What follows belongs to an exercise in optimizing a design on an open flow for small area, a short achievable clock period and few clock cycles per item; a production flow would make more cautious choices.
In this exercise RTL edits were held to simulation tests only and were not proved equivalent to the original.

==> 07-25: inputs <==
## hash_stream
module hash_stream (
    input  wire         clk,
    input  wire         rst,         
    input  wire         in_valid,
    output wire         in_ready,
    input  wire [31:0]  in_data,     
    input  wire         in_last,     
    input  wire [2:0]   in_nbytes,   
    input  wire         in_alg,      
    output reg          out_valid,   
    output wire [159:0] out_digest   
);
    reg [31:0] W [0:15];
    reg [31:0] A, B, C, D, P;
    reg        act;          
    reg [6:0]  k;            
    reg        alg;          
    reg        oalg;         
    reg        first;        
    reg        msg_end;      
    reg        mark_done;    
    reg        len_blk;      
    reg        fin;          
    reg        p0;           
    reg        fin_last;     
    reg [3:0]  rc;           
    reg [13:0] wcnt;         
    reg [2:0]  nbl;          
    function [31:0] bswap(input [31:0] x);
        bswap = {x[7:0], x[15:8], x[23:16], x[31:24]};
    endfunction
    function [31:0] rotl(input [31:0] x, input integer n);
        rotl = (x << n) | (x >> (32 - n));
    endfunction
    function [31:0] last_word(input [31:0] d, input [2:0] nb);
        case (nb)
            3'd0: last_word = 32'h00000080;
            3'd1: last_word = {16'h0000, 8'h80, d[7:0]};
            3'd2: last_word = {8'h00, 8'h80, d[15:0]};
            3'd3: last_word = {8'h80, d[23:0]};
            default: last_word = d;
        endcase
    endfunction
    function [31:0] md5_t(input [5:0] i);
        case (i)
            6'd0:  md5_t = 32'hD76AA478; 6'd1:  md5_t = 32'hE8C7B756;
            6'd2:  md5_t = 32'h242070DB; 6'd3:  md5_t = 32'hC1BDCEEE;
            6'd4:  md5_t = 32'hF57C0FAF; 6'd5:  md5_t = 32'h4787C62A;
  ...
==> flow/config.mk <==
export PLATFORM = sky130hd
export DESIGN_NAME = hash_stream
export DESIGN_NICKNAME = hash_stream
export VERILOG_FILES = /design/flow/design.v
export SDC_FILE = /design/flow/constraint.sdc
export NUM_CORES = 4
export LEC_CHECK = 0
export ABC_AREA = 1
export CAP_MARGIN = 20
export CORE_MARGIN = 2
export CORE_UTILIZATION = 65
export PLACE_DENSITY = 0.8
export SLEW_MARGIN = 35
==> flow/constraint.sdc <==
create_clock -name core_clock -period 12.0 [get_ports {clk}]
set_input_delay 2.4000 -clock core_clock [delete_from_list [all_inputs] [get_ports {clk}]]
set_output_delay 2.4000 -clock core_clock [all_outputs]
set_load 0.01 [all_outputs]
standard.sh (not shown) runs the stock make flow with config.mk's settings and CLKGATE_MAP_FILE= SYNTH_SCRIPT=/design/flow/synth_recipe.tcl, a recipe that flattens the netlist after the stock synthesis.
==> flow/flow/run.sh <==
#!/bin/bash
set -euo pipefail
export ADDER_MAP_FILE=
export SETUP_SLACK_MARGIN=7.4
export BUFFER_PORTS_ARGS="-buffer_cell sky130_fd_sc_hd__buf_2"
bash standard.sh > standard_flow.log 2>&1
==> 05-19 (differences from 07-25) <==
--- a/flow/config.mk
+++ b/flow/config.mk
@@ -8,6 +8,6 @@
 export ABC_AREA = 1
 export CAP_MARGIN = 20
 export CORE_MARGIN = 2
-export CORE_UTILIZATION = 65
-export PLACE_DENSITY = 0.8
+export CORE_UTILIZATION = 50
+export PLACE_DENSITY = 0.65
 export SLEW_MARGIN = 35
==> comparison table <==
Status: 07-25 stopped before the end; 05-19 no timing/DRC/antenna violations
Failing step: 07-25 global routing (5_1_grt); 05-19 -
Post-synthesis mux area share: 07-25 0.0356%; 05-19 0.0356%
Placed instance area: 07-25 58,000 um2; 05-19 58,600 um2
Post-CTS sizing: 07-25 468; 05-19 395
Compound-Gate Fraction of Synth Area: 07-25 18.2%; 05-19 18.2%
Placed insts: 07-25 9,166; 05-19 9,536
Post-CTS setup buffer count: 07-25 162; 05-19 118
Area share of fa/ha/maj cells after synthesis: 07-25 0.0712%; 05-19 0.0712%
Sum of net half-perimeters after detailed placement: 07-25 193,000 um; 05-19 209,000 um
I/O Pins: 07-25 202; 05-19 202
Syn_nets: 07-25 8,109; 05-19 8,109
Number of port buffers: 07-25 201; 05-19 201
Vertical die dimension: 07-25 298 um; 05-19 339 um
DIE WIDTH: 07-25 298 um; 05-19 339 um
Placement-stage worst setup slack: 07-25 4.99 ns; 05-19 5.57 ns
Root buffer cell: 07-25 clkbuf_16; 05-19 clkbuf_16
Average footprint of a synthesized cell: 07-25 6.97 um2; 05-19 6.97 um2
Post-synth EDFFs: 07-25 375; 05-19 375
RePlAce Congestion: 07-25 1.21; 05-19 1.12
Dominant register cell in the synthesized netlist: 07-25 dfxtp_1; 05-19 dfxtp_1
Portion of the post-synthesis area used by sequential elements: 07-25 40.3%; 05-19 40.3%
Initial standard-cell utilization of the core: 07-25 65.8%; 05-19 50.6%
Core Rows: 07-25 107; 05-19 122
Total clock buffers created by CTS: 07-25 93; 05-19 100
Testbench counts of 07-25, summed over its fixed seeds: cycles 147,002, bytes 113,779.
Testbench counts of 05-19, summed over its fixed seeds: cycles 147,002, bytes 113,779.

## port drivers added, routing unchanged
The flow's constraints put no driver on any port. The routed layout listed below was extracted and timed again, unchanged, in two steps.
Step 1 sets driving cells, clkbuf_16 on the clock port and buf_2 on the other inputs (assumed; they add their load-dependent delay and slew).
Step 2 times the ports against the registers' clock, not the clock port: input delays grow and output delays shrink by t, the midpoint of the rising clock arrivals with the driver on.
Three values: no drivers, after step 1, after step 2; two values: the first two.
run: 05-19
t, ns: 0.798
slack for setup (ns): 7.091 / 7.091 / 6.717
latest minus earliest clock arrival (ns): 0.081 / 0.081
After both steps 05-19 still meets setup and hold. The setup slack of 05-19 moves by 0.000 ns with the drivers and by -0.374 ns with both steps.
